This design comes from an exercise in tuning for small area, a short achievable clock period and few clock cycles on the open sky130 flow, not from production work. Only simulation tests tie the RTL to the original design; equivalence was not proved. No activity file was given, so power comes from the tool's default toggle rates.

==> flow/design.v <==
module cinepak_yuv_pixel (
    input  wire [7:0]  y,
    input  wire [7:0]  u,       
    input  wire [7:0]  v,       
    input  wire [1:0]  fmt,
    output reg  [23:0] pix
);
    wire signed [9:0] ys = {2'b00, y};
    wire signed [9:0] us = {{2{u[7]}}, u};
    wire signed [9:0] vs = {{2{v[7]}}, v};
    wire signed [9:0] r_sum = ys + (vs <<< 1);
    wire signed [9:0] g_sum = ys - (us >>> 1) - vs;
    wire signed [9:0] b_sum = ys + (us <<< 1);
    wire [7:0] r = r_sum[9] ? 8'd0 : (r_sum[8] ? 8'd255 : r_sum[7:0]);
    wire [7:0] g = g_sum[9] ? 8'd0 : (g_sum[8] ? 8'd255 : g_sum[7:0]);
    wire [7:0] b = b_sum[9] ? 8'd0 : (b_sum[8] ? 8'd255 : b_sum[7:0]);
    always @* begin
        case (fmt)
            2'd0:    pix = {8'd0, r[7:3], g[7:2], b[7:3]};
            2'd1:    pix = {10'd0, r[7:3], g[7:3], b[7:4]};
            2'd2:    pix = {r, g, b};
            default: pix = {16'd0, y};
        endcase
    end
endmodule
module cinepak_cb_loader (
    input  wire        clk,
    input  wire        rst,
    input  wire        in_valid,
    output wire        in_ready,
    input  wire [7:0]  in_data,
    input  wire [1:0]  fmt,
    output reg         out_valid,
    input  wire        out_ready,
    output reg         out_v1,
    output reg  [7:0]  out_index,
    output reg  [95:0] out_pix
);
    localparam ST_HDR  = 2'd0;    
    localparam ST_CB   = 2'd1;    
    localparam ST_SKIP = 2'd2;    
    reg  [1:0]  state;
    reg  [1:0]  hcnt;             
    reg  [7:0]  hdr_id;
    reg  [15:0] hdr_size_hi;      
    reg  [23:0] remaining;        
    reg         cb_sparse;
    reg         cb_short;
    reg         cb_v1;
    reg  [1:0]  cb_fmt;
    reg  [8:0]  cbi;              
    reg  [31:0] flag;             
    reg         flag_loaded;      
    reg  [2:0]  fcnt;             
    reg         in_word;          
    reg         in_entry;         
    reg  [39:0] ent;              
    reg         eb_valid;
    reg         eb_v1;
    reg  [7:0]  eb_index;
    reg  [1:0]  eb_fmt;
    reg  [7:0]  eb_y0, eb_y1, eb_y2, eb_y3, eb_u, eb_v;
    wire out_free = !out_valid || out_ready;
    wire eb_free  = !eb_valid || out_free;
    assign in_ready = eb_free &&
                      ((state == ST_HDR) || (state == ST_SKIP) ||
                       (state == ST_CB && (in_word || in_entry)));
    wire take = in_valid && in_ready;
    wire [2:0]  ent_len   = cb_short ? 3'd4 : 3'd6;
    wire        idx_done  = cbi[8];
    wire        need_word = cb_sparse && !flag_loaded;
    wire        bit_set   = !cb_sparse || flag[31];
    wire [23:0] size_full = {hdr_size_hi, in_data};
    wire [23:0] ch_size   = (size_full >= 24'd4) ? size_full - 24'd4 : 24'd0;
    wire        is_cb     = (hdr_id[7:3] == 5'b00100);
    wire [8:0]  cbi_next  = cbi + 9'd1;
    always @(posedge clk) begin
        if (rst) begin
            state       <= ST_HDR;
            hcnt        <= 2'd0;
            hdr_id      <= 8'd0;
            hdr_size_hi <= 16'd0;
            remaining   <= 24'd0;
            cb_sparse   <= 1'b0;
            cb_short    <= 1'b0;
            cb_v1       <= 1'b0;
            cb_fmt      <= 2'd0;
            cbi         <= 9'd0;
            flag        <= 32'd0;
            flag_loaded <= 1'b0;
            fcnt        <= 3'd0;
            in_word     <= 1'b0;
            in_entry    <= 1'b0;
            ent         <= 40'd0;
            eb_valid    <= 1'b0;
            eb_v1       <= 1'b0;
            eb_index    <= 8'd0;
            eb_fmt      <= 2'd0;
            eb_y0       <= 8'd0;
            eb_y1       <= 8'd0;
            eb_y2       <= 8'd0;
            eb_y3       <= 8'd0;
            eb_u        <= 8'd0;
            eb_v        <= 8'd0;
        end else begin
            if (eb_valid && out_free)
                eb_valid <= 1'b0;
            case (state)
            ST_HDR: begin
                if (take) begin
                    hcnt <= hcnt + 2'd1;
                    case (hcnt)
                        2'd0: begin
                            hdr_id <= in_data;
                            cb_fmt <= fmt;
                        end
                        2'd1: hdr_size_hi[15:8] <= in_data;
                        2'd2: hdr_size_hi[7:0]  <= in_data;
                        default: begin
                            remaining   <= ch_size;
                            cb_sparse   <= hdr_id[0];
                            cb_v1       <= hdr_id[1];
                            cb_short    <= hdr_id[2];
                            cbi         <= 9'd0;
                            flag_loaded <= 1'b0;
                            fcnt        <= 3'd0;
                            in_word     <= 1'b0;
                            in_entry    <= 1'b0;
                            if (ch_size == 24'd0)
                                state <= ST_HDR;
                            else if (is_cb)
                                state <= ST_CB;
                            else
                                state <= ST_SKIP;
                        end
                    endcase
                end
            end
            ST_SKIP: begin
                if (take) begin
                    remaining <= remaining - 24'd1;
                    if (remaining == 24'd1)
                        state <= ST_HDR;
                end
            end
            ST_CB: begin
                if (in_word) begin
                    if (take) begin
                        remaining <= remaining - 24'd1;
                        flag      <= {flag[23:0], in_data};
                        if (fcnt == 3'd3) begin
                            fcnt        <= 3'd0;
                            in_word     <= 1'b0;
                            flag_loaded <= 1'b1;
                        end else begin
                            fcnt <= fcnt + 3'd1;
                        end
                    end
                end else if (in_entry) begin
                    if (take) begin
                        remaining <= remaining - 24'd1;
                        if (fcnt == ent_len - 3'd1) begin
                            fcnt     <= 3'd0;
                            in_entry <= 1'b0;
                            eb_valid <= 1'b1;
                            eb_v1    <= cb_v1;
                            eb_index <= cbi[7:0];
                            eb_fmt   <= cb_fmt;
                            if (cb_short) begin
                                eb_y0 <= ent[23:16];
                                eb_y1 <= ent[15:8];
                                eb_y2 <= ent[7:0];
                                eb_y3 <= in_data;
                                eb_u  <= 8'd0;
                                eb_v  <= 8'd0;
                            end else begin
                                eb_y0 <= ent[39:32];
                                eb_y1 <= ent[31:24];
                                eb_y2 <= ent[23:16];
                                eb_y3 <= ent[15:8];
                                eb_u  <= ent[7:0];
                                eb_v  <= in_data;
                            end
                            cbi  <= cbi_next;
                            flag <= {flag[30:0], 1'b0};
                            if (cbi_next[4:0] == 5'd0)
                                flag_loaded <= 1'b0;
                        end else begin
                            fcnt <= fcnt + 3'd1;
                            ent  <= {ent[31:0], in_data};
                        end
                    end
                end else begin
                    if (idx_done) begin
                        state <= (remaining == 24'd0) ? ST_HDR : ST_SKIP;
                    end else if (need_word) begin
                        if (remaining < 24'd4)
                            state <= (remaining == 24'd0) ? ST_HDR : ST_SKIP;
                        else
                            in_word <= 1'b1;
                    end else if (bit_set) begin
                        if (remaining < {21'd0, ent_len})
                            state <= (remaining == 24'd0) ? ST_HDR : ST_SKIP;
                        else
                            in_entry <= 1'b1;
                    end else begin
                        cbi  <= cbi_next;
                        flag <= {flag[30:0], 1'b0};
                        if (cbi_next[4:0] == 5'd0)
                            flag_loaded <= 1'b0;
                    end
                end
            end
            default: state <= ST_HDR;
            endcase
        end
    end
    wire [23:0] pix0, pix1, pix2, pix3;
    cinepak_yuv_pixel u_pix0 (.y(eb_y0), .u(eb_u), .v(eb_v), .fmt(eb_fmt), .pix(pix0));
    cinepak_yuv_pixel u_pix1 (.y(eb_y1), .u(eb_u), .v(eb_v), .fmt(eb_fmt), .pix(pix1));
    cinepak_yuv_pixel u_pix2 (.y(eb_y2), .u(eb_u), .v(eb_v), .fmt(eb_fmt), .pix(pix2));
    cinepak_yuv_pixel u_pix3 (.y(eb_y3), .u(eb_u), .v(eb_v), .fmt(eb_fmt), .pix(pix3));
    always @(posedge clk) begin
        if (rst) begin
            out_valid <= 1'b0;
            out_v1    <= 1'b0;
            out_index <= 8'd0;
            out_pix   <= 96'd0;
        end else if (out_free) begin
            out_valid <= eb_valid;
            if (eb_valid) begin
                out_v1    <= eb_v1;
                out_index <= eb_index;
                out_pix   <= {pix3, pix2, pix1, pix0};
            end
        end
    end
endmodule
==> flow/run.sh <==
#!/bin/bash
# synth_recipe.tcl (not shown) runs the flow's synth.tcl, then flattens the netlist and writes it again
# the make line also repeats each setting of config.mk as NAME=value (left out here)
make -C /OpenROAD-flow-scripts/flow DESIGN_CONFIG=/design/flow/config.mk WORK_HOME=/design/flow/orfs CLKGATE_MAP_FILE= SYNTH_SCRIPT=/design/flow/synth_recipe.tcl finish
==> flow/config.mk <==
export PLATFORM = sky130hd
export DESIGN_NAME = cinepak_cb_loader
export DESIGN_NICKNAME = cinepak_cb_loader
export VERILOG_FILES = /design/flow/design.v
export SDC_FILE = /design/flow/constraint.sdc
export NUM_CORES = 4
export LEC_CHECK = 0
export CAP_MARGIN = 20
export CORE_MARGIN = 2
export CORE_UTILIZATION = 40
export PLACE_DENSITY = 0.6
export SLEW_MARGIN = 20
==> flow/constraint.sdc <==
create_clock -name core_clock -period 5.0 [get_ports {clk}]
set_input_delay 1.0000 -clock core_clock [delete_from_list [all_inputs] [get_ports {clk}]]
set_output_delay 1.0000 -clock core_clock [all_outputs]
set_load 0.01 [all_outputs]
==> summary.txt <==
-- critical path: stages (launching register included) --
cell and delay [ps]:
dfxtp_1 460, inv_1 340, fa_1 640, inv_1 50, ha_1 170, o211ai_1 170
nand2_1 120, a21o_1 210, a41oi_1 250, a221oi_1 180, xnor2_1 700, o21ai_0 170
a221o_1 340
-- final cells by class --
type | instances | share of cell area
clock buffer | 50 | 0.04618
sequential | 310 | 0.2641
timing repair buffer | 187 | 0.07369
multi-input combinational | 2000 | 0.5538
inverter | 85 | 0.01357
clock inverter | 19 | 0.01293
tap | 672 | 0.03575
-- power groups by stage --
stage	Sequential [mW]	Clock [mW]	Combinational, mW
floorplan	2.68	0	0.910
global placement	2.71	0	1.17
detailed placement	2.71	0	1.18
CTS	2.65	3.14	1.18
global route	2.67	3.24	1.33
finish	2.66	3.08	1.20
-- layer usage --
metal  global-route usage  wire length, um  up-vias
met3              0.05038             5064      188
met4               0.1360             4116        2
li1                     -                -     9323
met5                    0               15        -
met2               0.4681            34560      757
met1               0.3524            31250     9462
-- how the worst max path moves through the flow --
stage                     cells past startpoint                        to                  from
after floorplan                              12  out_pix[36]$_SDFFE_PP0P_  eb_u[7]$_SDFFE_PP0P_
after global placement                       11     state[1]$_SDFFE_PP0P_            in_data[2]
after detailed placement                      9     state[0]$_SDFFE_PP0P_            in_data[5]
after CTS                                    12  out_pix[77]$_SDFFE_PP0P_  eb_u[1]$_SDFFE_PP0P_
after global routing                         12  out_pix[77]$_SDFFE_PP0P_  eb_u[1]$_SDFFE_PP0P_
final                                        12  out_pix[77]$_SDFFE_PP0P_  eb_u[1]$_SDFFE_PP0P_
-- flip-flops by register name, summed over array words and instances (netlist names), 9 cells and up --
register     flops
flag            32
ent             40
hdr_size_hi     16
remaining       24
out_pix         96
cbi              9
-- kinds of logic after synthesis --
group           count (synthesis)  synth area share
simple gates                  885            0.1979
compound gates                764            0.2432
flops                         310            0.3092
buf+inv                       231           0.04363
fa+ha+maj                     161            0.1168
mux                            99           0.04956
xor+xnor                       91           0.03971
-- synth_stat cells, types with 10 or more instances --
library cell  number
or4_1             12
clkbuf_1         137
o21bai_1          11
o21ai_1           41
ha_1             117
dfxtp_1          310
nor3_1            52
nand3b_1          22
nand2b_1          16
xnor2_1           58
o22ai_1           21
o21ai_0          123
o221ai_1          10
a211oi_1          85
nor2_1           276
o21a_1            21
xor2_1            33
a22oi_1           41
a21oi_1          233
nand3_1           46
o31ai_1           11
a221oi_1          16
a21o_1            22
nand2_1          347
or3_1             23
o211ai_1          16
nor4_1            15
inv_1             83
fa_1              44
mux2i_1           96
a31oi_1           17
nor2b_1           19
==> results by group <==
Die
  • Die width: 228.0 um
  • Die Ht: 228.0 um
  • Core Region: 0.04986 mm2
  • Rows: 82
  • I/O pin count: 121
  • Die area: 0.05199 mm2
  • Starting Density: 0.4025

Clock tree
  • Clock buffer count from CTS: 38
  • Clock network latency to the later pin of the worst-skew pair: 580 ps
  • Htree depth: 2
  • Clk sinks: 310
  • Reg clk slew, reported paths: 60 ps
  • Setup Buffers After CTS: 0
  • TritonCTS clock tree: built
  • Max clock buf depth: 3
  • Root buf cell: clkbuf_16
  • CTS Hold Buffers Added: 0
  • Cts repair resizes: 0

Routing
  • Drt pass-1 iters: 6
  • Drt initial violations: 1692
  • Number of remaining DRC errors: 0
  • Drt via density: 5.938
  • Wire length per cell: 22.57 um
  • Final antenna-violating net count: 0
  • Via count: 19732
  • Routed WL: 75010 um

Global route
  • Largest net degree at the start of global routing: 212
  • Remaining Overflow, GRT: 0
  • Vias in the first global route: 18878
  • Global-route wire length before repair: 114600 um
  • Initial antenna violation count: 1
  • Total track usage: 0.2815

Worst hold path
  • Min-delay src: out_pix[5]$_SDFFE_PP0P_
  • Worst hold stages: 2
  • Hold Path Class: flip-flop to flip-flop
  • End of the worst hold path: out_pix[5]$_SDFFE_PP0P_

Final layout
  • Core Util, Final: 0.4716
  • Commonest non-fill, non-tap cell in the layout: nand2_1
  • Multi-input logic area: 0.01302 mm2
  • Post-route insts no fill: 3323
  • Most frequent cells in the layout: nand2_1, dfxtp_1, nor2_1, a21oi_1, o21ai_0
  • Nets: 2797
  • Share of cells above drive strength 1: 0.06224
  • Register Area: 0.006211 mm2
  • Ant diodes: 0
  • Area Overhead vs Synth: 17.16%
  • Design area: 0.02352 mm2
  • FILL cells: 4993

Setup path
  • Reg2reg path depth: 12
  • Worst EP required: 5470 ps
  • Worst Setup Start Kind: flip-flop
  • Critical Path AT: 4370 ps
  • RR Startpoint: eb_u[1]$_SDFFE_PP0P_
  • Worst R2R End: out_pix[77]$_SDFFE_PP0P_
  • Crit Path Category: flip-flop to flip-flop
  • Crit end category: flip-flop
  • Reg2reg setup slack: 1100 ps
  • Critical-path maximum fanout: 9

Placed design
  • Pre-CTS setup slack: 915.6 ps
  • Final GP Congestion: 0.9900
  • Post-DP Area: 0.02213 mm2
  • IO buf count: 120
  • HPWL Detailed: 55550 um
  • Placed Cells incl. Taps: 3254

Synth
  • Synthesized cell area: 0.02007 mm2
  • FF+latch count, synth: 310
  • Yosys top cell by area: dfxtp_1
  • Syn avg cell area: 7.899 um2
  • Sequential share of the synthesized area: 0.3092
  • EDFF count, synth: 0
  • Fraction of registers with async set/reset: 0
  • Top cells by area, synth: dfxtp_1, ha_1, nand2_1
  • Post-synthesis cell count: 2541
  • Ys flop type: dfxtp_1
  • Share of the synthesized area in the top cell type: 0.3092
  • Unique cell type count in the Yosys netlist: 82
  • Post-Syn Nets: 2716
  • Ys Warns: 2

Pwr
  • Seq pwr share: 0.383
  • Power per Cell Area: 294.8 mW/mm2
  • Sw Ratio: 0.2954
  • Maximum VDD drop: 258.9 uV
  • Clock network power share: 0.444
  • Tot Pwr: 6.934 mW
  • Leakage: 8.610 nW
  • Net Sw Power: 2.048 mW
  • P_int: 4.885 mW
  • Gate power share: 0.172

STA
  • Layout Skew: 25.98 ps
  • Worst slew pin tran: 1109 ps
  • Hold_ws: 448.3 ps
  • Setup-violating endpoint count in the final report: 0
  • Final Hold Viols: 0
  • Minimum clock period: 3897 ps
  • Fin Setup TNS: 0 ps
  • Final setup margin: 1103 ps
  • Pins Over Slew Limit: 0
  • Period utilisation layout: 0.7794
  • RSZ-0062 raised after global routing: false
  • Max frequency: 256.6 MHz
  • Rel. slew slack: 0.2577

Flow run
  • Maxcap violations: 0

Outcome
  • Status: finished clean
Testbench counts, summed over its fixed seeds: cycles 88,793.

[static timing again, ports no longer ideal]
The flow's constraints put no driver on any port. The routed layout listed below was extracted and timed again, unchanged, in two steps. Step 1 sets driving cells, clkbuf_16 on the clock port and buf_2 on the other inputs (assumed; they add their load-dependent delay and slew). Step 2 adds t to the input delays and takes it off the output delays; t is the mean of the earliest and latest rising clock arrival at the registers after step 1. Input paths then give back, and output paths get back, about the clock's delay inside the block. Slacks: ideal / step 1 / step 2; pairs: ideal / step 1.
t, ns: 0.623
setup WS [ns]: 1.103 / 1.103 / 0.905
latest minus earliest clock arrival (ns): 0.027 / 0.027
After both steps setup and hold are still met in this run. For this run, drivers alone change the setup slack by 0.000 ns; drivers and shift together by -0.198 ns.
